Source: an optimization exercise on an open RTL-to-GDS flow (aim: small area and few clock cycles). Production flows keep margins and buffers that such runs may drop.
The RTL was checked by simulation tests, not by an equivalence proof against the original design.
No driver is modelled on the clock port, so clocking that relies on it looks cheaper here than on a real chip.
No activity file was given, so power comes from the tool's default toggle rates.

**flow/flow/extra_args**
```
BUFFER_PORTS_ARGS=-buffer_cell sky130_fd_sc_hd__buf_1
GPL_TIMING_DRIVEN=0
PRE_GLOBAL_PLACE_TCL=@HERE@/flow/rmbuf.tcl
POST_CTS_TCL=@HERE@/flow/recover.tcl
CTS_ARGS=-sink_clustering_enable -repair_clock_nets -sink_clustering_size 40 -sink_clustering_max_diameter 150 -buf_list sky130_fd_sc_hd__clkbuf_8 -dont_use_dummy_load
ADDER_MAP_FILE=
```
**flow/flow/run.sh**
```bash
#!/bin/bash
# Layout flow: the standard ORFS flow (standard.sh) with extra make
# settings listed in flow/extra_args (one per line), and the standard
# synthesis script run with an area-oriented ABC script (flow/my_synth.tcl.in).
# Each tool's full output goes to a log of its own in this folder.
set -euo pipefail
here=$(pwd)
sed "s|@HERE@|$here|g" flow/my_synth.tcl.in > my_synth.tcl
args=("SYNTH_SCRIPT=$here/my_synth.tcl")
while IFS= read -r line; do
  [[ -z "$line" ]] && continue
  args+=("${line//@HERE@/$here}")
done < flow/extra_args
bash standard.sh "${args[@]}" finish > standard_run.log 2>&1
```
**flow/config.mk**
```make
export PLATFORM = sky130hd
export DESIGN_NAME = slmp_engine
export DESIGN_NICKNAME = slmp_engine
export VERILOG_FILES = /design/flow/design.v
export SDC_FILE = /design/flow/constraint.sdc
export NUM_CORES = 4
export LEC_CHECK = 0
export CAP_MARGIN = 20
export CORE_MARGIN = 2
export CORE_UTILIZATION = 40
export CTS_BUF_LIST = sky130_fd_sc_hd__clkbuf_8
export CTS_CLUSTER_DIAMETER = 150
export CTS_CLUSTER_SIZE = 40
export SLEW_MARGIN = 20
```
**flow/flow/rmbuf.tcl**
```tcl
remove_buffers
```
**flow/flow/recover.tcl**
```tcl
# area recovery after CTS: downsize gates off the critical paths, then
# repair any slew/cap the downsizing caused, and legalize again
estimate_parasitics -placement
repair_timing -recover_power 100 -verbose
repair_design -slew_margin 20 -cap_margin 20 -verbose
detailed_placement
check_placement -verbose
estimate_parasitics -placement
```
**flow/design.v**
```verilog
module slmp_engine (
    input  wire        clk,
    input  wire        rst,
    input  wire        cmd_valid,
    output wire        cmd_ready,
    input  wire [7:0]  cmd_op,
    input  wire [7:0]  cmd_dev,
    input  wire [15:0] cmd_addr,
    input  wire [15:0] cmd_count,
    input  wire [15:0] cmd_plen,
    input  wire        in_valid,
    output wire        in_ready,
    input  wire [7:0]  in_data,
    input  wire        rx_valid,
    output wire        rx_ready,
    input  wire [7:0]  rx_data,
    input  wire [1:0]  rx_term,
    output wire        dout_valid,
    input  wire        dout_ready,
    output wire [7:0]  dout_data,
    output reg         done,
    output wire [3:0]  st_err,
    output wire [3:0]  st_sub,
    output wire [15:0] st_code,
    output wire [16:0] olen,
    output wire [15:0] res
);
    localparam [7:0] OP_DT_KIND   = 8'h10;
    localparam [7:0] OP_DT_CODE   = 8'h11;
    localparam [7:0] OP_DT_SUBCMD = 8'h12;
    localparam [7:0] OP_FE_READ   = 8'h20;
    localparam [7:0] OP_FE_WRITE  = 8'h21;
    localparam [7:0] OP_FE_SELF   = 8'h22;
    localparam [7:0] OP_RD_RECV   = 8'h30;
    localparam [3:0] E_OK        = 4'd0;
    localparam [3:0] E_TRANSPORT = 4'd3;
    localparam [3:0] E_MALFORMED = 4'd4;
    localparam [3:0] E_REMOTE    = 4'd5;
    localparam [3:0] E_UNKDEV    = 4'd10;
    localparam [3:0] E_ILLEGAL   = 4'd12;
    localparam [3:0] E_CAPACITY  = 4'd13;
    reg [1:0]  state;
    wire s_fe = state[0];
    wire s_rd = state[1];
    wire idle = !state[0] && !state[1];
    reg [4:0]  idx;
    reg [3:0]  dev;         
    reg [16:0] rd;          
    wire       kwrite = rd[16];
    wire       nz     = rd[16];
    reg [15:0] rs;          
    reg [15:0] rp;          
    reg [3:0]  err_q;
    reg [16:0] val_n;       
    reg        xq;          
    reg [3:0]  res_q;
    wire kself = dev[3] & dev[2];
    assign st_err  = err_q;
    wire   is0  = !(err_q[3] | err_q[2] | err_q[1]);
    wire   is34 = !err_q[3] & (err_q[1] | (err_q[2] & !err_q[0]));
    wire   is13 = err_q[3] & err_q[0];
    wire   lenv = is0 & xq;
    assign st_sub  = {2'b00, (is34 & xq) | is13, is34 & !xq};
    assign st_code = (err_q == E_REMOTE) ? ~val_n[15:0] : 16'd0;
    assign olen    = lenv ? ~val_n : 17'd0;
    assign res     = {8'h00, res_b};
    wire [7:0] tcode;
    assign tcode[7] = 1'b1;
    assign tcode[6] = 1'b0;
    assign tcode[5] = dev[3] | (dev[2] & dev[1]) | (dev[2] & dev[0]) | (dev[1] & dev[0]);
    assign tcode[4] = !(dev[0] & (dev[1] | dev[2] | dev[3]));
    assign tcode[3] = (!dev[3] & !dev[2] & !dev[1]) | (dev[0] & (dev[2] | dev[3]));
    assign tcode[2] = (!dev[3] & !dev[2] & !dev[1]) | (dev[2] & dev[1]);
    assign tcode[1] = !dev[3] & dev[2] & dev[1] & dev[0];
    assign tcode[0] = dev[2] ? (dev[1] ~^ dev[0]) : (dev[0] & !dev[1]);
    wire tbit = !dev[3] & !(dev[2] & (dev[1] | dev[0]));
    wire [3:0] R = res_q;
    wire [7:0] res_b;
    assign res_b[7] = !(R[3] & R[2]);
    assign res_b[6] = 1'b0;
    assign res_b[5] = (R[3] & !R[2]) | (!R[3] & ((R[2] & R[1]) | (R[2] & R[0]) | (R[1] & R[0])));
    assign res_b[4] = (!R[0] & !(R[3] & R[2])) | (!R[3] & !R[2] & !R[1] & R[0]);
    assign res_b[3] = (!R[3] & !R[2] & !R[1]) | (R[0] & (R[2] ^ R[3]));
    assign res_b[2] = (!R[3] & !R[2] & !R[1]) | (!R[3] & R[2] & R[1]);
    assign res_b[1] = !R[3] & R[2] & R[1] & R[0];
    assign res_b[0] = (R[0] & !R[1] & !R[2]) | (R[2] & !R[1] & !R[0]) | (R[2] & R[1] & (R[0] ^ R[3]));
    wire dev_ok  = (cmd_dev < 8'd10);
    wire is_dt   = (cmd_op == OP_DT_KIND) || (cmd_op == OP_DT_CODE) ||
                   (cmd_op == OP_DT_SUBCMD);
    wire is_rd   = (cmd_op == OP_FE_READ);
    wire is_wr   = (cmd_op == OP_FE_WRITE);
    wire is_self = (cmd_op == OP_FE_SELF);
    wire is_recv = (cmd_op == OP_RD_RECV);
    wire cap_bad = (cmd_plen > 16'd65523);
    wire fe_go   = is_self || ((is_rd || is_wr) && dev_ok && !(is_wr && cap_bad));
    wire acc     = idle && cmd_valid;
    wire [15:0] rp_m1 = rp - 16'd1;
    wire        rp_hz = (rp[15:1] == 15'd0);
    wire        rp_z  = rp_hz && !rp[0];
    wire        rp_1  = rp_hz && rp[0];
    wire f_pay  = s_fe && (idx == 5'd0);
    wire f_hdr  = s_fe && !f_pay;
    wire lo     = !idx[0];
    wire [7:0] a8   = rp[7:0];
    wire [7:0] plo  = rp[15:8];         
    wire       cy   = (plo[7:5] == 3'b111) &&
                      (idx[3] ? (plo[4] || (plo[3] && (plo[2] || (plo[1] && plo[0]))))
                              : (plo[4] && (plo[3] || plo[2])));
    wire [7:0] k8   = lo ? (idx[3] ? 8'd21 : 8'd12) : 8'd0;
    wire [8:0] s9   = {1'b0, a8} + {1'b0, k8} + {8'd0, !lo && cy};
    wire       f_sum = (idx[4:1] == 4'b1001) || (idx[4:1] == 4'b1110);
    reg  [7:0] hbyte;
    always @(*) begin
        case (idle ? 5'd11 : idx)
            5'd11: hbyte = 8'h50;
            5'd14: hbyte = 8'hff;
            5'd15: hbyte = 8'hff;
            5'd16: hbyte = 8'h03;
            5'd18: hbyte = s9[7:0];
            5'd19: hbyte = s9[7:0];
            5'd22: hbyte = kself ? 8'h17 : 8'h01;
            5'd23: hbyte = kself ? 8'h16 : (kwrite ? 8'h14 : 8'h04);
            5'd24: hbyte = {7'd0, tbit};
            5'd26: hbyte = kself ? 8'h04 : rd[7:0];
            5'd27: hbyte = kself ? 8'h00 : rd[15:8];
            5'd28: hbyte = kself ? 8'hde : 8'h00;
            5'd29: hbyte = tcode;            
            5'd30: hbyte = kself ? 8'hbe : rs[7:0];
            5'd31: hbyte = kself ? 8'hef : rs[15:8];
            default: hbyte = 8'h00;
        endcase
    end
    wire r_st    = s_rd && (idx == 5'd31);
    wire r_body  = s_rd && !idx[4] && idx[3] && idx[2];    
    wire r_s0    = r_body && !idx[1] && !idx[0];           
    wire r_s1    = r_body && idx[0];                       
    wire r_pay   = r_body && idx[1] && !nz;                
    wire rx_need = s_rd && !(r_body && rp_z);
    assign cmd_ready  = idle;
    assign in_ready   = f_pay && dout_ready;
    assign dout_valid = (acc && fe_go) || f_hdr || (f_pay && in_valid) ||
                        (r_pay && rx_valid && !rp_z);
    assign dout_data  = f_pay ? in_data : s_rd ? rx_data : hbyte;
    assign rx_ready   = rx_need && (!r_pay || dout_ready);
    wire rx_take = rx_valid && rx_ready;
    wire rx_fail = rx_need && !rx_valid && (rx_term != 2'd0);
    wire f_step  = f_hdr && dout_ready;
    wire [15:0] stw  = {rx_data, rd[7:0]};
    wire        st_z = (stw == 16'd0);
    reg        fin;
    reg [3:0]  fin_err;
    reg [1:0]  fin_sub;
    reg        fin_len;
    always @(*) begin
        fin     = 1'b0;
        fin_err = E_OK;
        fin_sub = 2'd0;
        fin_len = 1'b0;
        if (idle) begin
            if (cmd_valid) begin
                if (is_dt) begin
                    fin = 1'b1;
                    fin_err = dev_ok ? E_OK : E_UNKDEV;
                end else if (is_rd || is_wr) begin
                    if (!dev_ok) begin
                        fin = 1'b1; fin_err = E_UNKDEV;
                    end else if (is_wr && cap_bad) begin
                        fin = 1'b1; fin_err = E_CAPACITY; fin_sub = 2'd2;
                    end
                end else if (!is_self && !is_recv) begin
                    fin = 1'b1; fin_err = E_ILLEGAL;
                end
            end
        end else if (s_fe) begin
            fin_len = 1'b1;
            if (dout_ready && ((idx == 5'd31 && rp_z) || (f_pay && in_valid && rp_1)))
                fin = 1'b1;
        end else begin
            if (r_st && rx_valid && rx_data != 8'hd0 && rx_data != 8'hd4) begin
                fin = 1'b1; fin_err = E_MALFORMED; fin_sub = 2'd1;
            end
            if (r_body) begin
                if (rp_z) begin
                    fin = 1'b1; fin_err = E_MALFORMED; fin_sub = 2'd2;
                end else if (rx_take && rp_1) begin
                    fin = 1'b1;
                    if (r_s0) begin
                        fin_err = E_MALFORMED; fin_sub = 2'd2;
                    end else begin
                        fin_len = r_s1 ? st_z : !nz;
                        fin_err = fin_len ? E_OK : E_REMOTE;
                    end
                end
            end
            if (rx_fail) begin
                fin = 1'b1;
                fin_err = E_TRANSPORT;
                fin_sub = rx_term;
            end
        end
    end
    always @(posedge clk) begin
        if (idle) begin
            rs     <= cmd_count;
            dev    <= is_self ? 4'd15 : cmd_dev[3:0];
        end
        if (idle)
            idx <= is_recv ? 5'd31 : (dout_ready ? 5'd12 : 5'd11);
        else if (f_step)
            idx <= idx + 5'd1;
        else if (s_rd && rx_take) begin
            if (r_st && rx_data == 8'hd0) idx <= 5'd4;
            else if (!(r_body && idx[1])) idx <= idx + 5'd1;
        end
        if (idle)
            rp <= is_wr ? cmd_plen : 16'd0;
        else if (f_step && f_sum)
            rp <= {rp[7:0], rp[15:8]};
        else if ((f_pay && in_valid && dout_ready) || (r_body && rx_take))
            rp <= rp_m1;
        else if (s_rd && rx_take)
            rp <= {rx_data, rp[15:8]};
        if (idle)
            rd <= {is_wr, cmd_addr};
        else if (f_step && idx == 5'd28)
            rd[7:0] <= s9[7:0];
        else if (f_step && idx == 5'd29)
            rd[16:8] <= s9;
        else if (r_s0 && rx_take)
            rd[7:0] <= rx_data;
        else if (r_s1 && rx_take)
            rd <= st_z ? {1'b0, rp_m1} : {1'b1, stw};
        if (fin) begin
            val_n[7:0]  <= ~rd[7:0];
            val_n[15:8] <= ~((s_rd && idx[0]) ? rx_data : rd[15:8]);
            val_n[16]   <= ~rd[16];
        end
        if (rst) begin
            state <= 2'b00;
            done  <= 1'b0;
            err_q <= E_OK;
            xq    <= 1'b0;
            res_q <= 4'd15;
        end else begin
            done <= fin;
            if (fin) begin
                err_q <= fin_err;
                xq    <= (fin_err == E_OK) ? fin_len : fin_sub[1];
                state <= 2'b00;
            end else if (acc) begin
                state <= is_recv ? 2'b10 : 2'b01;
            end
            if (acc && is_dt && dev_ok)
                res_q <= (cmd_op == OP_DT_CODE) ? cmd_dev[3:0] : (cmd_dev < 8'd5) ? 4'd14 : 4'd15;
        end
    end
endmodule
```
**flow/flow/abc_area.script**
```
&get -n
&st
&deepsyn -T 60
&dch -f
&nf -R 1000 -p -F 8
&put
topo
stime -c
dnsize -c
```
**flow/constraint.sdc**
```tcl
create_clock -name core_clock -period 5.0 [get_ports {clk}]
set_input_delay 1.0000 -clock core_clock [delete_from_list [all_inputs] [get_ports {clk}]]
set_output_delay 1.0000 -clock core_clock [all_outputs]
set_load 0.01 [all_outputs]
```
**flow/flow/my_synth.tcl.in**
```
# Synthesis: the standard synthesis script (synth_recipe.tcl) unchanged,
# except that ABC maps the logic with an area-oriented script
# (flow/abc_area.script) in place of ORFS's speed script. Registers are
# mapped before ABC runs, so they are the standard synthesis's.
proc abc {args} {
  set i [lsearch -exact $args -script]
  if {$i >= 0} { lset args [expr {$i + 1}] {@HERE@/flow/abc_area.script} }
  yosys abc {*}$args
}
source {@HERE@/synth_recipe.tcl}
```
**flow/standard.sh**
```bash
#!/bin/bash
# synth_recipe.tcl (not shown) runs the flow's synth.tcl, then flattens the netlist and writes it again
# the make line also repeats each setting of config.mk as NAME=value (left out here)
make -C /OpenROAD-flow-scripts/flow DESIGN_CONFIG=/design/flow/config.mk WORK_HOME=/design/flow/orfs CLKGATE_MAP_FILE= SYNTH_SCRIPT=/design/flow/synth_recipe.tcl "${@:-finish}"
```
==> flow_summary.toml, run 1 <==
[status]
outcome = "complete, no violations"

[setup_path]
path_class = "flop to output pin"
crit_arrival_ns = 3.81
worst_setup_path_start_kind = "flop"
cp.required_ns = 4.00
cp_max_fo = 4
crit_path_end_kind = "output pin"
reg2regPathDepth = 19

[placed_design]
dp_hpwl_mm = 14.06
port-buffer-count = 146
place_area_mm2 = 0.006100
gp_congestion = 1.013
place_ws_ns = -0.6610

[timing]
slew_viol_final = 0
setup_tns_ns = 0
worst_slack_ns = 0.1925
fin_crit_ns = 4.807
slew-limit-headroom_pct = 22.95
finalSetupViolCount = 0
max_freq_mhz = 208.0
hold_viol_final = 0
post-route-period-util_pct = 96.15
hold_ws_ns = 0.5044
finClkSkew_ns = 0.01824
tightest_slew_ns = 1.144

[pwr]
p_leak_uw = 0.002233
ir_drop_uv = 102.4
powerDensity_mw_per_mm2 = 254.5
power_uw = 1627

[finish]
area_delta_synth_final_pct = 19.62
nFillCells = 1319
final_nets = 841
drive_gt1_share_pct = 5.459
design_area_mm2 = 0.006394
num_antenna_cells = 0

[grt]
grt_max_degree = 38
grt_pass1_vias = 5006
grtUsageTotal_pct = 26.08
met1_usage_pct = 36.38
grtUsageMet3_pct = 4.325
top_usage_layer = "met2"
grt_antenna_before_repair = 0
overflow = 0
grt_pass1_wl_mm = 28.56
globalRouteMet2Util_pct = 40.75

[floorplan]
io_pins = 158
core-area_mm2 = 0.01314
die_area_mm2 = 0.01430
start_util_pct = 40.69
num_rows = 42
die_x_um = 119.6
dieHeight_um = 119.6

[yosys]
synth_edf_count = 75
synth_seq_cells = 87
postSynthAreaPerCell_um2 = 9.137
ys_types = 53
ys_seq_area_share_pct = 46.63
async_reset_ff_share_pct = 0
yosys_warnings = 1
synth_area_leaders = "edfxtp_1, nor2_1, nand2_1"
yosys.area.top_type = "edfxtp_1"
netlist_area_mm2 = 0.005345
synth_flop_cell = "edfxtp_1"
synth_top_cell_area_share_pct = 42.13
synth_cells = 585

[clock_tree]
cts.sinks = 87
clk_latency_ns = 0.38
cts_tree = "yes"
path_clk_slew_ns = 0.09

[drt]
vias_per_cell = 6.070
dr.pass1.iters = 5
drt_iter0_drc = 850
wl_mm = 19.35
wire_per_inst_um = 20.87
postRouteAntennaNets = 0
vias = 5627
drc_errors = 0

[min_path]
hold_path.class = "flop to flop"
holdPathStages = 2

[job]
maxCapViolCount = 0
==> worst max-delay path: stages (launching register included) <==
cell	delay, ns
edfxtp_1	0.42
or2_4	0.21
nand2_1	0.07
o22ai_1	0.19
a41oi_2	0.19
nor2b_2	0.19
a21oi_1	0.10
nor2_1	0.10
nor2_1	0.07
maj3_1	0.39
maj3_1	0.41
nor2b_2	0.18
nand2_1	0.11
xor2_2	0.21
o2111ai_2	0.23
o221a_1	0.20
buf_1	0.15
==> per-stage QoR <==
step	instances	utilization, %
global route	927	48.67
global placement	906	46.19
finish	927	48.67
detailed placement	909	46.43
floorplan	595	-
==> layout by cell type, fill, tap and decap left out, types with 4 or more instances in the layout <==
cell type  instances
buf_1            146
nor2_1            79
nand2_1           78
edfxtp_1          75
o21ai_0           41
a21oi_1           38
clkinv_1          18
nor3_1            17
xnor2_1           14
dfxtp_1           12
a22oi_1           11
conb_1            11
nor4_1            10
mux2i_1           10
nand2b_1           9
o22ai_1            9
nand4_1            9
nand3_1            9
clkbuf_8           9
a222oi_1           8
buf_4              8
or2_0              7
a221o_1            7
or3_1              6
and2_0             6
a211o_1            6
a31oi_1            6
a211oi_1           5
nand3b_1           4
o211ai_1           4
o221ai_1           4
nor2b_1            4
o221a_1            4
a22o_1             4
o22a_1             4
==> per-layer routing <==
metal | part of all wire [%] | vias to the layer above
li1 | - | 2570
met1 | 43 | 2637
met2 | 45 | 371
met3 | 9.1 | 49
met4 | 2.8 | 0
met5 | 0 | -
==> sequential cells by signal (all words and copies together) (netlist names), 4 cells and up <==
register and flops:
val_n 17, res_q 4, rd 17, rp 16
err_q 4, dev 4, idx 5, rs 16
==> cell type report <==
type / count / area [um^2] / area share (%)
flip-flops and latches: 87 / 2492 / 38.98
clock buffers: 9 / 123.9 / 1.937
well taps: 176 / 220.2 / 3.444
repair buffers: 157 / 621.8 / 9.726
inverters: 19 / 72.57 / 1.135
multi-input cells: 479 / 2863 / 44.78
==> logic make-up (layout without fill, tap and decap cells) <==
kind of cell	Yosys count	after routing	share of synthesized area (%)
multiplexers	10	10	1.873
adder cells (fa/ha/maj)	2	2	0.3745
flip-flops	87	87	46.63
buffers and inverters	30	185	2.879
XOR/XNOR	18	18	2.949
AND/OR/NAND/NOR	259	260	22.50
other	1	11	0.07016
AO/OA/AOI/OAI	178	178	22.73
==> synth_stat cells (all sizes together), types with 7 or more instances <==
| cell | n |
|---|---|
| dfxtp | 12 |
| nor3 | 20 |
| nand2b | 10 |
| nand3 | 9 |
| nor2b | 7 |
| mux2i | 10 |
| o21ai | 41 |
| edfxtp | 75 |
| or2 | 9 |
| o22ai | 9 |
| a21oi | 39 |
| clkinv | 19 |
| nor2 | 80 |
| a22oi | 11 |
| buf | 11 |
| nor4 | 13 |
| nand4 | 9 |
| a222oi | 8 |
| a221o | 7 |
| xnor2 | 14 |
| nand2 | 79 |
==> worst paths after layout <==
| check | slack (ns) | to | startpoint |
|---|---|---|---|
| worst max register to register | 0.23 | err_q[2] | rp[2] |
| worst max-delay path | 0.19 | dout_data[7] | idx[3] |
| worst min register to register | 0.50 | xq | xq |
| worst min-delay path | 0.50 | xq | xq |
==> power by group <==
part / internal [uW] / leakage (uW) / switching [uW]
Combinational: 107 / 0.00128 / 203
Sequential: 856 / 0.000891 / 64.2
Clock: 161 / 0.0000647 / 237
Total: 1120 / 0.00223 / 503
Testbench counts, summed over its fixed seeds: cycles 92,211.
==> inputs of run 2 (changes only) <==
--- a/flow/design.v
+++ b/flow/design.v
@@ -148,4 +148,39 @@
     wire [15:0] stw  = {rx_data, rd[7:0]};
     wire        st_z = (stw == 16'd0);
+    wire       ix_ld  = idle;
+    wire       ix_d0  = r_st && rx_take && (rx_data == 8'hd0);
+    wire       ix_inc = f_step || (s_rd && rx_take && !ix_d0 && !(r_body && idx[1]));
+    wire       ix_hd  = !(ix_ld | ix_d0 | ix_inc);
+    wire [4:0] ix_st  = is_recv ? 5'd31 : (dout_ready ? 5'd12 : 5'd11);
+    wire [4:0] idx_n  = ({5{ix_ld}} & ix_st) | ({5{ix_d0}} & 5'd4) |
+                        ({5{ix_inc}} & (idx + 5'd1)) | ({5{ix_hd}} & idx);
+    wire rp_ld  = idle;                                            
+    wire rp_rot = f_step && f_sum;                                 
+    wire rp_dec = (f_pay && in_valid && dout_ready) || (r_body && rx_take);
+    wire rp_shf = s_rd && rx_take && !r_body;                      
+    wire rp_hd  = !(rp_ld | rp_rot | rp_dec | rp_shf);
+    wire [15:0] rp_n;
+    assign rp_n[7:0]  = ({8{rp_ld & is_wr}} & cmd_plen[7:0]) |
+                        ({8{rp_rot | rp_shf}} & rp[15:8]) |
+                        ({8{rp_dec}} & rp_m1[7:0]) | ({8{rp_hd}} & rp[7:0]);
+    assign rp_n[15:8] = ({8{rp_ld & is_wr}} & cmd_plen[15:8]) |
+                        ({8{rp_rot}} & rp[7:0]) | ({8{rp_shf}} & rx_data) |
+                        ({8{rp_dec}} & rp_m1[15:8]) | ({8{rp_hd}} & rp[15:8]);
+    wire rd_ld_a  = idle;                           
+    wire rd_ld_sl = f_step && (idx == 5'd28);       
+    wire rd_ld_sh = f_step && (idx == 5'd29);       
+    wire rd_ld_r0 = r_s0 && rx_take;                
+    wire rd_ld_r1 = r_s1 && rx_take;                
+    wire rd_hl    = !(rd_ld_a | rd_ld_sl | rd_ld_r0 | (rd_ld_r1 & st_z));
+    wire rd_hh    = !(rd_ld_a | rd_ld_sh | rd_ld_r1);
+    wire [16:0] rd_n;
+    assign rd_n[7:0]  = ({8{rd_ld_a}} & cmd_addr[7:0]) | ({8{rd_ld_sl}} & s9[7:0]) |
+                        ({8{rd_ld_r0}} & rx_data) | ({8{rd_ld_r1 & st_z}} & rp_m1[7:0]) |
+                        ({8{rd_hl}} & rd[7:0]);
+    assign rd_n[15:8] = ({8{rd_ld_a}} & cmd_addr[15:8]) | ({8{rd_ld_sh}} & s9[7:0]) |
+                        ({8{rd_ld_r1}} & (st_z ? rp_m1[15:8] : rx_data)) |
+                        ({8{rd_hh}} & rd[15:8]);
+    assign rd_n[16]   = (rd_ld_a & is_wr) | (rd_ld_sh & s9[8]) | (rd_ld_r1 & !st_z) |
+                        (rd_hh & rd[16]);
     reg        fin;
     reg [3:0]  fin_err;
@@ -205,30 +240,7 @@
             dev    <= is_self ? 4'd15 : cmd_dev[3:0];
         end
-        if (idle)
-            idx <= is_recv ? 5'd31 : (dout_ready ? 5'd12 : 5'd11);
-        else if (f_step)
-            idx <= idx + 5'd1;
-        else if (s_rd && rx_take) begin
-            if (r_st && rx_data == 8'hd0) idx <= 5'd4;
-            else if (!(r_body && idx[1])) idx <= idx + 5'd1;
-        end
-        if (idle)
-            rp <= is_wr ? cmd_plen : 16'd0;
-        else if (f_step && f_sum)
-            rp <= {rp[7:0], rp[15:8]};
-        else if ((f_pay && in_valid && dout_ready) || (r_body && rx_take))
-            rp <= rp_m1;
-        else if (s_rd && rx_take)
-            rp <= {rx_data, rp[15:8]};
-        if (idle)
-            rd <= {is_wr, cmd_addr};
-        else if (f_step && idx == 5'd28)
-            rd[7:0] <= s9[7:0];
-        else if (f_step && idx == 5'd29)
-            rd[16:8] <= s9;
-        else if (r_s0 && rx_take)
-            rd[7:0] <= rx_data;
-        else if (r_s1 && rx_take)
-            rd <= st_z ? {1'b0, rp_m1} : {1'b1, stw};
+        idx <= idx_n;
+        rp  <= rp_n;
+        rd <= rd_n;
         if (fin) begin
             val_n[7:0]  <= ~rd[7:0];
==> run 2 against run 1 <==
Compared with the run above:
- count of clock-buffer cells in the layout stayed put
- critical path type unchanged
- sequential power is 13% lower
- largest power group unchanged
- first-iteration DRC count is 40% lower
- non-clock buffer count is 8 lower
- synthesized cell count is 2.7% higher
- via count is 0.27% lower
- register-to-register slack better by 0.04 ns
- sequential share of layout area is 4.1 points lower
- final area is 5.3% lower
==> flow_summary.toml, run 2 <==
[status]
outcome = "complete, no violations"

[drt]
dr.pass1.iters = 6
drt_iter0_drc = 508
postRouteAntennaNets = 0
wire_per_inst_um = 20.42
drc_errors = 0
vias_per_cell = 6.028
vias = 5612
wl_mm = 19.02

[finish]
final_cell_mix = "buf_1, nor2_1, nand2_1, dfxtp_1, o21ai_0"
final_nets = 849
drive_gt1_share_pct = 2.899
final_common_cell = "buf_1"
final_util_pct = 48.15
nFillCells = 1291
top_regs = "rd (17), val_n (17)"
area_delta_synth_final_pct = 18.26
num_antenna_cells = 0

[clock_tree]
cts_tree = "yes"
clk_latency_ns = 0.37
path_clk_slew_ns = 0.08
cts.sinks = 87

[yosys]
synth_top_cell_area_share_pct = 21.71
ys_types = 58
yosys_warnings = 1
synth_edf_count = 37
ys_seq_area_share_pct = 41.27
synth_area_leaders = "edfxtp_1, dfxtp_1, nor2_1"
postSynthAreaPerCell_um2 = 8.515
synth_cells = 601
async_reset_ff_share_pct = 0
synth_commonest_cells = "nor2_1, nand2_1, dfxtp_1, o21ai_0, edfxtp_1"
yosys.area.top_type = "edfxtp_1"
synth_seq_cells = 87
netlist_area_mm2 = 0.005117
synth_flop_cell = "dfxtp_1"
yosysMostFrequentCell = "nor2_1"

[min_path]
holdPathStages = 2
hold_path.class = "flop to flop"

[floorplan]
die_area_mm2 = 0.01371
start_util_pct = 40.72
num_rows = 41
core-area_mm2 = 0.01257
io_pins = 158
dieHeight_um = 117.1
die_x_um = 117.1

[timing]
tightest_slew_ns = 1.059
finalSetupViolCount = 0
slew_viol_final = 0
post-route-period-util_pct = 96.06
fin_crit_ns = 4.803
worst_slack_ns = 0.1972
rsz0062_at_grt = "no"
max_freq_mhz = 208.2
slew-limit-headroom_pct = 28.88
finClkSkew_ns = 0.01483
hold_viol_final = 0

[job]
maxCapViolCount = 0

[setup_path]
reg2regPathDepth = 15
crit_arrival_ns = 3.80
cpMaxStageDelayCell = "dfxtp_1"
path_class = "flop to output pin"
max_stage_delay_ns = 0.45
cp.required_ns = 4.00
crit_path_end_kind = "output pin"
cp_max_fo = 6
worst_setup_path_start_kind = "flop"
cp_common_cell = "nor2_1"
path_cells = "or2_1 -> a21oi_1 -> o31ai_2 -> and3_1 -> o21ai_0 -> a211oi_1 -> a31o_1 -> maj3_1 -> nand3_1 -> xor2_1 -> nor2_1 -> nor3_1 -> nor2_1 -> buf_1"

[grt]
grt_pass1_vias = 5062
grt_pass1_wl_mm = 27.95
grt_max_degree = 48
grtUsageTotal_pct = 27.56
overflow = 0
grt_antenna_before_repair = 0

[placed_design]
gp_congestion = 0.9761
dp_hpwl_mm = 14.47
place_ws_ns = -0.5905
port-buffer-count = 146

[pwr]
ir_drop_uv = 121.2
powerDensity_mw_per_mm2 = 218.9
p_leak_uw = 0.002164
[run 2: changes by cell type after synthesis, sizes merged, moves of 4 or more]
| cell | before | now |
|---|---|---|
| dfxtp | 12 | 50 |
| edfxtp | 75 | 37 |
| a222oi | 8 | 19 |
| nand3 | 9 | 18 |
| a221oi | 2 | 9 |
| nand2 | 79 | 72 |
| o211ai | 4 | 10 |
| xnor2 | 14 | 8 |
| xor2 | 4 | 9 |
| a211o | 6 | 2 |
| a21oi | 39 | 35 |
| nand2b | 10 | 14 |
| nor4 | 13 | 9 |
| or2 | 9 | 5 |
[run 2: routing by layer]
metal  track usage (%)  up-vias  share of wire [%]
met5                 0        -                  0
met4             14.75        0                4.3
met3             5.252       50                9.5
met2             41.97      334                 44
met1             37.14     2587                 42
li1                  -     2641                  -
[run 2: layout make-up]
type	instances	area [um^2]	share of cell area, %
clock buffers	9	123.9	2.047
inverters	19	73.82	1.220
multi-input cells	495	2959	48.89
flip-flops and latches	87	2113	34.92
well taps	172	215.2	3.556
repair buffers	149	566.8	9.365
[run 2: worst paths after layout]
path                            startpoint            to  slack (ns)
worst min-delay path              err_q[2]      err_q[2]        0.49
worst max register to register       rp[1]      err_q[0]        0.27
worst min register to register    err_q[2]      err_q[2]        0.49
worst max-delay path                rp[10]  dout_data[7]        0.20
[run 2: kinds of logic after synthesis]
group | count (synthesis) | share of synthesized area [%]
multiplexers | 9 | 1.760
buffers and inverters | 30 | 3.007
AND/OR/NAND/NOR | 265 | 24.30
AO/OA/AOI/OAI | 191 | 26.48
XOR/XNOR | 17 | 2.910
adder cells (fa/ha/maj) | 1 | 0.1956
flip-flops | 87 | 41.27
other | 1 | 0.07328
[run 2: critical path, delay by kind of cell (launching register included)]
kind / cells / cell delay, ns
AOI/OAI and AO/OA: 5 / 1.11
buffers and inverters: 1 / 0.13
DFF: 1 / 0.45
xor gates and xnor gates: 1 / 0.34
adders and majority gates: 1 / 0.25
and+or+nand+nor: 6 / 1.13
[run 2: stage by stage]
| stage | hold slack [ns] | TNS (ns) | power, uW | std cells | cell area, um^2 |
|---|---|---|---|---|---|
| after floorplan | 0.4476 | 0 | 869.8 | 611 | 5155 |
| after global placement | 0.4759 | -18.55 | 940.8 | 918 | 5836 |
| after detailed placement | 0.4897 | -8.718 | 943.2 | 919 | 5859 |
| after global routing | 0.5310 | 0 | 1383 | 931 | 6052 |
| final | 0.4944 | 0 | 1325 | 931 | 6052 |
[run 2: power by group]
part | internal [uW] | switching (uW)
combinational | 48.1 | 85.3
clock | 161 | 231
sequential | 768 | 31.6
Testbench counts of run 2, summed over its fixed seeds: cycles 92,211.
==> inputs of run 3 (changes only) <==
--- a/flow/design.v
+++ b/flow/design.v
@@ -235,4 +235,8 @@
         end
     end
+    wire       vh_rx = fin && s_rd && idx[0];       
+    wire       vh_rd = fin && !(s_rd && idx[0]);
+    wire [7:0] vh_n  = ({8{vh_rx}} & ~rx_data) | ({8{vh_rd}} & ~rd[15:8]) |
+                       ({8{!fin}} & val_n[15:8]);
     always @(posedge clk) begin
         if (idle) begin
@@ -245,7 +249,7 @@
         if (fin) begin
             val_n[7:0]  <= ~rd[7:0];
-            val_n[15:8] <= ~((s_rd && idx[0]) ? rx_data : rd[15:8]);
             val_n[16]   <= ~rd[16];
         end
+        val_n[15:8] <= vh_n;
         if (rst) begin
             state <= 2'b00;
==> run 3 against run 2 <==
Compared with the run above:
- sequential share of layout area is 1.0 points lower
- register-to-register slack better by 0.24 ns
- via count is 0.27% higher
- clock skew is 0.0024 ns higher
- count of clock-buffer cells in the layout stayed put
- sequential power is 6.0% higher
- final cell count is 0.75% higher
- routed wire length is 0.16% lower
- critical endpoint unchanged
==> flow_summary.toml, run 3 <==
[clock_tree]
cts.sinks = 87
path_clk_slew_ns = 0.08
clk_latency_ns = 0.38
cts_tree = "yes"

[setup_path]
reg2regPathDepth = 17
crit_arrival_ns = 3.68
worst_setup_path_start_kind = "flop"
max_stage_delay_ns = 0.49
reg2reg_setup_slack_ns = 0.51
cp_max_fo = 7
crit_path_end_kind = "output pin"
cp.required_ns = 4.00
path_class = "flop to output pin"
path_cells = "a21oi_1 -> o21ai_0 -> a41oi_2 -> nor2_2 -> xnor2_2 -> o211ai_1 -> o21a_1 -> maj3_1 -> and3_1 -> xor2_2 -> nand2_1 -> a31oi_1 -> buf_1"
cpMaxStageDelayCell = "dfxtp_1"

[floorplan]
core-area_mm2 = 0.01216
io_pins = 158
die_area_mm2 = 0.01348
die_x_um = 116.1
num_rows = 40
dieHeight_um = 116.1
start_util_pct = 41.35

[drt]
drt_iter0_drc = 665
drc_errors = 0
vias = 5627
postRouteAntennaNets = 0
wl_mm = 18.99
wire_per_inst_um = 20.24
vias_per_cell = 5.999
dr.pass1.iters = 9

[grt]
grt_pass1_vias = 5070
overflow = 0
grt_pass1_wl_mm = 28.54
grtUsageTotal_pct = 28.29
grt_max_degree = 33
grt_antenna_before_repair = 0

[finish]
final_common_cell = "buf_1"
final_util_pct = 49.39
final_nets = 860
area_delta_synth_final_pct = 19.46
drive_gt1_share_pct = 3.636
final_cell_mix = "buf_1, nand2_1, nor2_1, dfxtp_1"
num_antenna_cells = 0
nFillCells = 1228
top_regs = "rd (17), val_n (17)"

[timing]
finClkSkew_ns = 0.01719
hold_viol_final = 0
tightest_slew_ns = 0.9054
slew_viol_final = 0
finalSetupViolCount = 0
max_freq_mhz = 213.8
slew-limit-headroom_pct = 39.61
post-route-period-util_pct = 93.56
fin_crit_ns = 4.678
hold_ws_ns = 0.5058
setup_tns_ns = 0
rsz0062_at_grt = "no"

[pwr]
powerDensity_mw_per_mm2 = 242.8
ir_drop_uv = 157.3
p_leak_uw = 0.002111
seqPwrFrac_pct = 58.1
p_comb_share_pct = 14.7
p_int_uw = 1024
p_switching_uw = 434.6
p_sw_share_pct = 29.79
p_clk_share_pct = 27.2

[placed_design]
gp_congestion = 0.9869
port-buffer-count = 146
dp_hpwl_mm = 14.34

[min_path]
holdPathStages = 2
hold_path.class = "flop to flop"

[yosys]
ys_types = 55
synth_cells = 612
synth_area_leaders = "dfxtp_1, edfxtp_1, nand2_1"
yosys.area.top_type = "dfxtp_1"
netlist_area_mm2 = 0.005029
synth_edf_count = 29
synth_seq_cells = 87
postSynthAreaPerCell_um2 = 8.217
synth_flop_cell = "dfxtp_1"
async_reset_ff_share_pct = 0
synth_top_cell_area_share_pct = 23.09
yosys_warnings = 1
ys_seq_area_share_pct = 40.41
synth_commonest_cells = "nand2_1, nor2_1, dfxtp_1, a222oi_1, o21ai_0"
yosysMostFrequentCell = "nand2_1"

[job]
maxCapViolCount = 0

[status]
outcome = "complete, no violations"
## run 3: worst paths after layout
path,start,to
worst max-delay path,rp[9],dout_data[7]
worst min-delay path,err_q[1],err_q[1]
worst max register to register,rp[2],err_q[0]
worst min register to register,err_q[1],err_q[1]
## run 3: cells by family after synthesis
| kind of cell | count (synthesis) | share of synthesized area (%) |
|---|---|---|
| xor+xnor | 18 | 3.135 |
| buf+inv | 33 | 3.284 |
| simple gates | 302 | 27.77 |
| compound gates | 168 | 24.73 |
| mux | 2 | 0.3981 |
| flops | 87 | 40.41 |
| other cells | 1 | 0.07457 |
| fa+ha+maj | 1 | 0.1991 |
## run 3: area by class of cell
| type | instances | area, um^2 | area share, % |
|---|---|---|---|
| Multi-Input combinational cell | 502 | 2962 | 49.30 |
| Timing Repair Buffer | 150 | 590.6 | 9.831 |
| Inverter | 22 | 83.83 | 1.396 |
| Clock buffer | 9 | 123.9 | 2.062 |
| Tap cell | 168 | 210.2 | 3.499 |
| Sequential cell | 87 | 2037 | 33.91 |
## run 3: worst max-delay path, delay by kind of cell, from the launching register on
kind / cells / cell delay, ns
flops: 1 / 0.49
simple gates: 3 / 0.63
fa+ha+maj: 1 / 0.42
buf+inv: 1 / 0.21
compound gates: 6 / 1.11
xor+xnor: 2 / 0.43
## run 3: metal layers
| metal | part of all wire, % | track usage (%) | vias to the layer above |
|---|---|---|---|
| met1 | 43 | 39.59 | 2592 |
| li1 | - | - | 2655 |
| met4 | 3.1 | 12.38 | 0 |
| met5 | 0 | 0 | - |
| met2 | 43 | 42.38 | 338 |
| met3 | 10 | 5.968 | 42 |
## run 3: power groups by stage
stage	Sequential (uW)	Combinational, uW	Clock (uW)
after floorplan	836	123	0
after global placement	862	196	0
after detailed placement	862	203	0
after global routing	852	238	438
final	847	215	397
## run 3: metrics by stage
step | total power (uW) | cell area, um^2 | std cells | worst slack (ns)
after global placement | 1059 | 5748 | 925 | -1.676
after global routing | 1528 | 6007 | 938 | 0.06873
after detailed placement | 1065 | 5803 | 927 | -1.018
after floorplan | 958.6 | 5072 | 622 | 0.1227
final | 1459 | 6007 | 938 | 0.3219
Testbench counts of run 3, summed over its fixed seeds: cycles 92,211.
==> inputs of run 4 (changes only) <==
==> flow/flow/abc_area.script (replaced) <==
&get -n
&st
&deepsyn -T 60
&dch -f
&nf -R 1000 -p -F 8
&put
mfs3 -a
topo
stime -c
dnsize -c
==> run 4 against run 3 <==
Compared with the run above:
- still clean on timing, DRC and antenna
- clock power down 1%
- critical path depth is the same
- combinational power fell by 3%
- routed wire length down 1.6%
- sequential power about the same
- largest power group unchanged
==> flow_summary.toml, run 4 <==
[yosys]
synth_seq_cells = 87
async_reset_ff_share_pct = 0
synth_cells = 610
yosys.area.top_type = "dfxtp_1"
ys_seq_area_share_pct = 40.65
synth_area_leaders = "dfxtp_1, edfxtp_1, nand2_1"
synth_commonest_cells = "nand2_1, nor2_1, dfxtp_1, a222oi_1"
ys_types = 56
synth_edf_count = 29
yosysMostFrequentCell = "nand2_1"
yosys_warnings = 1
postSynthAreaPerCell_um2 = 8.194
netlist_area_mm2 = 0.004999
synth_top_cell_area_share_pct = 23.23
synth_flop_cell = "dfxtp_1"

[floorplan]
die_area_mm2 = 0.01341
core-area_mm2 = 0.01211
num_rows = 40
start_util_pct = 41.27
io_pins = 158
dieHeight_um = 115.8
die_x_um = 115.8

[placed_design]
port-buffer-count = 146
dp_hpwl_mm = 14.38
place_inst = 925
gp_congestion = 0.9648
place_area_mm2 = 0.005789

[finish]
area_delta_synth_final_pct = 19.85
nFillCells = 1243
design_area_mm2 = 0.005991
final_cell_mix = "buf_1, nand2_1, nor2_1, dfxtp_1, a222oi_1"
fin_cells = 935
top_regs = "rd (17), val_n (17)"
num_antenna_cells = 0
final_util_pct = 49.46
final_common_cell = "buf_1"
final_nets = 857
drive_gt1_share_pct = 4.302

[timing]
max_freq_mhz = 209.7
tightest_slew_ns = 0.9152
fin_crit_ns = 4.769
slew_viol_final = 0
finalSetupViolCount = 0
slew-limit-headroom_pct = 38.95
post-route-period-util_pct = 95.38
hold_viol_final = 0
finClkSkew_ns = 0.02299

[pwr]
powerDensity_mw_per_mm2 = 242.2
p_leak_uw = 0.002123
power_uw = 1451
ir_drop_uv = 163.0

[min_path]
hold_path.class = "flop to flop"

[setup_path]
endpoint = "dout_data[5]"
path_cells = "nand2b_1 -> clkinv_1 -> a41oi_2 -> nor2_2 -> o21ai_2 -> o211ai_1 -> o21a_1 -> maj3_1 -> and2_0 -> nor2_1 -> a221oi_1 -> nor2_1 -> buf_1"
max_stage_delay_ns = 0.54
crit_buf_inv = 2
r2r_start = "rp[5]"
cpMaxStageDelayCell = "dfxtp_4"
cp-startpoint = "idx[0]"
reg2reg_setup_slack_ns = 0.33
cp_common_cell = "nor2_1"
crit_path_end_kind = "output pin"
cp.depth = 13
path_class = "flop to output pin"
worst_setup_path_start_kind = "flop"
cp.required_ns = 4.00
cp_max_fo = 24
crit_family = "simple AND/OR/NAND/NOR gates"
reg2regPathDepth = 18
crit_arrival_ns = 3.77
r2r-end = "val_n[10]"

[drt]
vias = 5613
drt_iter0_drc = 671
wl_mm = 18.68
drc_errors = 0
wire_per_inst_um = 19.98
vias_per_cell = 6.003
dr.pass1.iters = 6
postRouteAntennaNets = 0

[status]
outcome = "complete, no violations"

[clock_tree]
clk_latency_ns = 0.38
cts.sinks = 87
path_clk_slew_ns = 0.07
cts_tree = "yes"

[grt]
grtUsageTotal_pct = 27.83
overflow = 0
grt_antenna_before_repair = 0
grt_pass1_wl_mm = 27.89
grt_pass1_vias = 5003
grt_max_degree = 29

[job]
maxCapViolCount = 0
-- run 4: cell types whose count changed after synthesis, moves of 2 or more --
cell	before	now
nor2b_1	7	5
or3_1	3	6
xnor2_1	10	13
xor2_1	8	3
nor3_1	24	22
nand2_1	100	103
nor2_1	83	85
nand2b_1	14	9
-- run 4: worst register-to-register path: stages (launching register included) --
cell and delay [ns]:
dfxtp_1 0.42, nor4_2 0.39, nand3_2 0.18, or3_1 0.39
or2_0 0.28, or3_1 0.38, or2_1 0.30, nor2_2 0.16
and3_1 0.25, nor2_1 0.09, nand2_1 0.15, nor3_2 0.12
a221oi_2 0.31, nor2_1 0.11, nor4_4 0.29, bufinv_8 0.26
nand3_4 0.15, nand2b_2 0.16, o221ai_1 0.20
-- run 4: power breakdown --
part           switching, uW  internal (uW)
clock network            231            161
logic                    131           78.4
registers               65.9            784
-- run 4: worst min-delay path by stage --
stage	from	end	slack (ns)	depth (start not counted)
after floorplan	rd[2]	val_n[2]	0.45	1
after global placement	err_q[1]	err_q[1]	0.49	2
after detailed placement	val_n[9]	val_n[9]	0.49	2
after global routing	err_q[1]	err_q[1]	0.54	2
final	val_n[14]	val_n[14]	0.51	2
-- run 4: layout make-up --
class	instances	area, um^2	share of cell area (%)
sequential	87	2037	34.00
inverter	22	96.34	1.608
clock buffer	9	123.9	2.068
multi-input combinational	500	2958	49.37
tap	168	210.2	3.509
timing repair buffer	149	565.5	9.440
-- run 4: kinds of logic (layout without fill, tap and decap cells) --
logic type | after synthesis | in the layout | synth area share [%]
compound gates | 169 | 169 | 25.03
mux | 2 | 2 | 0.4005
xor+xnor | 16 | 16 | 2.804
buf+inv | 33 | 180 | 3.304
flops | 87 | 87 | 40.65
other cells | 1 | 11 | 0.07502
fa+ha+maj | 1 | 1 | 0.2003
simple gates | 301 | 301 | 27.53
-- run 4: routing by layer --
| layer | GRT usage (%) | vias up | wire length [um] | share of wire (%) |
|---|---|---|---|---|
| met5 | 1.852 | - | 0 | 0 |
| met4 | 12.70 | 0 | 611 | 3.3 |
| met3 | 5.439 | 37 | 1745 | 9.3 |
| met2 | 41.64 | 306 | 8213 | 44 |
| met1 | 38.82 | 2624 | 8109 | 43 |
| li1 | - | 2646 | - | - |
-- run 4: through the flow --
step	setup TNS [ns]	hold slack, ns	setup WS (ns)
after floorplan	0	0.4471	0.1361
after global placement	-36.24	0.4898	-1.540
after detailed placement	-15.58	0.4893	-1.102
after global routing	-0.06041	0.5384	-0.02491
final	0	0.5088	0.2310
==> inputs of run 5 (changes only) <==
==> flow/flow/abc_area.script (replaced) <==
&get -n
&st
&deepsyn -T 60
&dch -f
&nf -R 1000 -p -F 8
&put
topo
stime -c
dnsize -c
--- a/flow/flow/recover.tcl
+++ b/flow/flow/recover.tcl
@@ -3,5 +3,5 @@
 estimate_parasitics -placement
 repair_timing -recover_power 100 -verbose
-repair_design -slew_margin 20 -cap_margin 20 -verbose
+repair_design -slew_margin 5 -cap_margin 5 -verbose
 detailed_placement
 check_placement -verbose
--- a/flow/config.mk
+++ b/flow/config.mk
@@ -6,5 +6,5 @@
 export NUM_CORES = 4
 export LEC_CHECK = 0
-export CAP_MARGIN = 20
+export CAP_MARGIN = 5
 export CORE_MARGIN = 2
 export CORE_UTILIZATION = 40
@@ -12,3 +12,3 @@
 export CTS_CLUSTER_DIAMETER = 150
 export CTS_CLUSTER_SIZE = 40
-export SLEW_MARGIN = 20
+export SLEW_MARGIN = 5
==> run 5 against run 4 <==
Compared with the run above:
- setup slack lost 0.028 ns
- utilization is 0.070 points lower
- non-clock buffer count is 1 higher
- critical path type unchanged
- still clean
- routed wire length up 2.1%
- count of clock-buffer cells in the layout unchanged
- sequential power barely moved
- sequential cell count stayed put
- global-route usage up 0.46 points
- register-to-register slack better by 0.14 ns
- synthesized cell count rose by 0.33%
- highest routed layer unchanged
==> flow_summary.toml, run 5 <==
[finish]
num_antenna_cells = 0
final_util_pct = 49.39
top_regs = "rd (17), val_n (17)"
area_delta_synth_final_pct = 19.46
final_common_cell = "buf_1"
regArea_mm2 = 0.002037
nFillCells = 1242
final_cell_mix = "buf_1, nand2_1, nor2_1, dfxtp_1"
drive_gt1_share_pct = 3.636
multi_input_area_mm2 = 0.002960
final_nets = 860

[setup_path]
path_class = "flop to output pin"
crit_path_end_kind = "output pin"
worst_setup_path_start_kind = "flop"
crit_arrival_ns = 3.80
cp_max_fo = 13
cpMaxStageDelayCell = "dfxtp_4"
max_stage_delay_ns = 0.45
reg2reg_setup_slack_ns = 0.47
cp.required_ns = 4.00
path_cells = "nand2b_1 -> clkinv_1 -> a41oi_2 -> nor2_2 -> xnor2_2 -> o211ai_1 -> o21a_1 -> maj3_1 -> and3_1 -> xor2_1 -> nand2_1 -> a31oi_1 -> buf_1"

[timing]
slew_viol_final = 0
worst_slack_ns = 0.2030
hold_viol_final = 0
setup_tns_ns = 0
rsz0062_at_grt = "no"
hold_ws_ns = 0.4980
max_freq_mhz = 208.5
fin_crit_ns = 4.797
slew-limit-headroom_pct = 37.10
finClkSkew_ns = 0.02072
tightest_slew_ns = 0.9429
finalSetupViolCount = 0
post-route-period-util_pct = 95.94

[status]
outcome = "complete, no violations"

[drt]
drt_iter0_drc = 618
dr.pass1.iters = 9
wire_per_inst_um = 20.32
wl_mm = 19.06
drc_errors = 0
vias = 5655
vias_per_cell = 6.029
postRouteAntennaNets = 0

[pwr]
p_leak_uw = 0.002115
powerDensity_mw_per_mm2 = 242.9
ir_drop_uv = 179.1
power_uw = 1459

[placed_design]
dp_hpwl_mm = 14.31
place_ws_ns = -1.064
port-buffer-count = 146
gp_congestion = 0.9869

[yosys]
ys_types = 55
postSynthAreaPerCell_um2 = 8.217
synth_edf_count = 29
synth_area_leaders = "dfxtp_1, edfxtp_1, nand2_1"
yosysMostFrequentCell = "nand2_1"
yosys.area.top_type = "dfxtp_1"
synth_flop_cell = "dfxtp_1"
ys_seq_area_share_pct = 40.41
async_reset_ff_share_pct = 0
synth_cells = 612
synth_seq_cells = 87
netlist_area_mm2 = 0.005029
synth_commonest_cells = "nand2_1, nor2_1, dfxtp_1, a222oi_1, o21ai_0"
synth_top_cell_area_share_pct = 23.09
yosys_warnings = 1

[clock_tree]
clk_latency_ns = 0.38
path_clk_slew_ns = 0.08
cts_tree = "yes"
cts.sinks = 87

[floorplan]
die_x_um = 116.1
start_util_pct = 41.35
num_rows = 40
die_area_mm2 = 0.01348
core-area_mm2 = 0.01216
io_pins = 158
dieHeight_um = 116.1

[grt]
grt_antenna_before_repair = 0
grt_pass1_wl_mm = 28.58
grt_pass1_vias = 5011
grt_max_degree = 34
overflow = 0
grtUsageTotal_pct = 28.29

[job]
maxCapViolCount = 0

[min_path]
hold_path.class = "flop to flop"
## run 5: cell types whose count changed after synthesis, sizes merged, moves of 2 or more
cell	delta
nand2	-3
nor2	-2
xnor2	-3
nor2b	+2
xor2	+5
nand2b	+5
nor3	+2
or3	-3
## run 5: power by group
part	internal [uW]	total [uW]	leakage, uW	switching, uW
clock network	161	395	0.0000647	234
registers	784	848	0.000769	64.2
logic	79.5	216	0.00128	137
total	1020	1460	0.00212	435
## run 5: final timing paths
check                              start      endpoint  cells past startpoint
worst max-delay path              idx[0]  dout_data[7]                     13
worst min-delay path            err_q[1]      err_q[1]                      2
worst min register to register  err_q[1]      err_q[1]                      2
worst max register to register     rp[2]     val_n[10]                     17
## run 5: logic make-up (layout without fill, tap and decap cells)
kind of cell               Yosys count  count (layout)  synth area share (%)
and+or+nand+nor                    302             302                 27.77
adders and majority gates            1               1                0.1991
DFF                                 87              87                 40.41
other                                1              11               0.07457
muxes                                2               2                0.3981
AOI/OAI and AO/OA                  168             168                 24.73
buffers and inverters               33             181                 3.284
xor gates and xnor gates            18              18                 3.135
## run 5: critical path: cells and delay by family (launching register included)
kind / cells / cell delay [ns]
xor gates and xnor gates: 2 / 0.59
and+or+nand+nor: 4 / 0.73
buffers and inverters: 2 / 0.36
adders and majority gates: 1 / 0.42
DFF: 1 / 0.45
AOI/OAI and AO/OA: 4 / 0.87
## run 5: area by class of cell
class | count | area share (%)
Clock buffer | 9 | 2.062
Inverter | 22 | 1.396
Multi-Input combinational cell | 502 | 49.28
Sequential cell | 87 | 33.91
Tap cell | 168 | 3.499
Timing Repair Buffer | 150 | 9.852
## run 5: per-stage QoR
stage | area [um^2] | instances
after floorplan | 5072 | 622
after global placement | 5748 | 925
after detailed placement | 5788 | 927
after global routing | 6007 | 938
final | 6007 | 938
## run 5: metal layers
layer  GRT usage, %  vias to the layer above  routed length [um]
met4          11.11                        0                 450
met5              0                        -                   0
li1               -                     2655                   -
met1          40.29                     2600                8145
met3          5.501                       39                2065
met2          42.50                      361                8401

-- afterwards: timing with drivers on the ports --
The flow's constraints put no driver on any port. The routed layouts listed below were extracted and timed again, unchanged, in two steps.
Step 1 sets driving cells, clkbuf_16 on the clock port and buf_2 on the other inputs (assumed; they add their load-dependent delay and slew).
Step 2 times the ports against the registers' clock, not the clock port: input delays grow and output delays shrink by t, the midpoint of the rising clock arrivals with the driver on.
Three values: ideal, step 1, step 2; two values: the first two.
run | t, ns | setup slack, ns | worst setup path at the end | latest minus earliest clock arrival (ns) | worst data-port slew with drivers (ns)
run 1 | 0.407 | 0.193 / 0.160 / 0.232 | register to register | 0.019 / 0.019 | 0.03
run 2 | 0.399 | 0.197 / 0.161 / 0.267 | register to register | 0.023 / 0.023 | 0.04
run 3 | 0.408 | 0.322 / 0.286 / 0.512 | register to register | 0.017 / 0.017 | 0.04
run 4 | 0.402 | 0.231 / 0.196 / 0.329 | register to register | 0.023 / 0.023 | 0.04
run 5 | 0.405 | 0.203 / 0.167 / 0.473 | register to register | 0.021 / 0.021 | 0.05
After both steps every run listed still meets setup and hold.
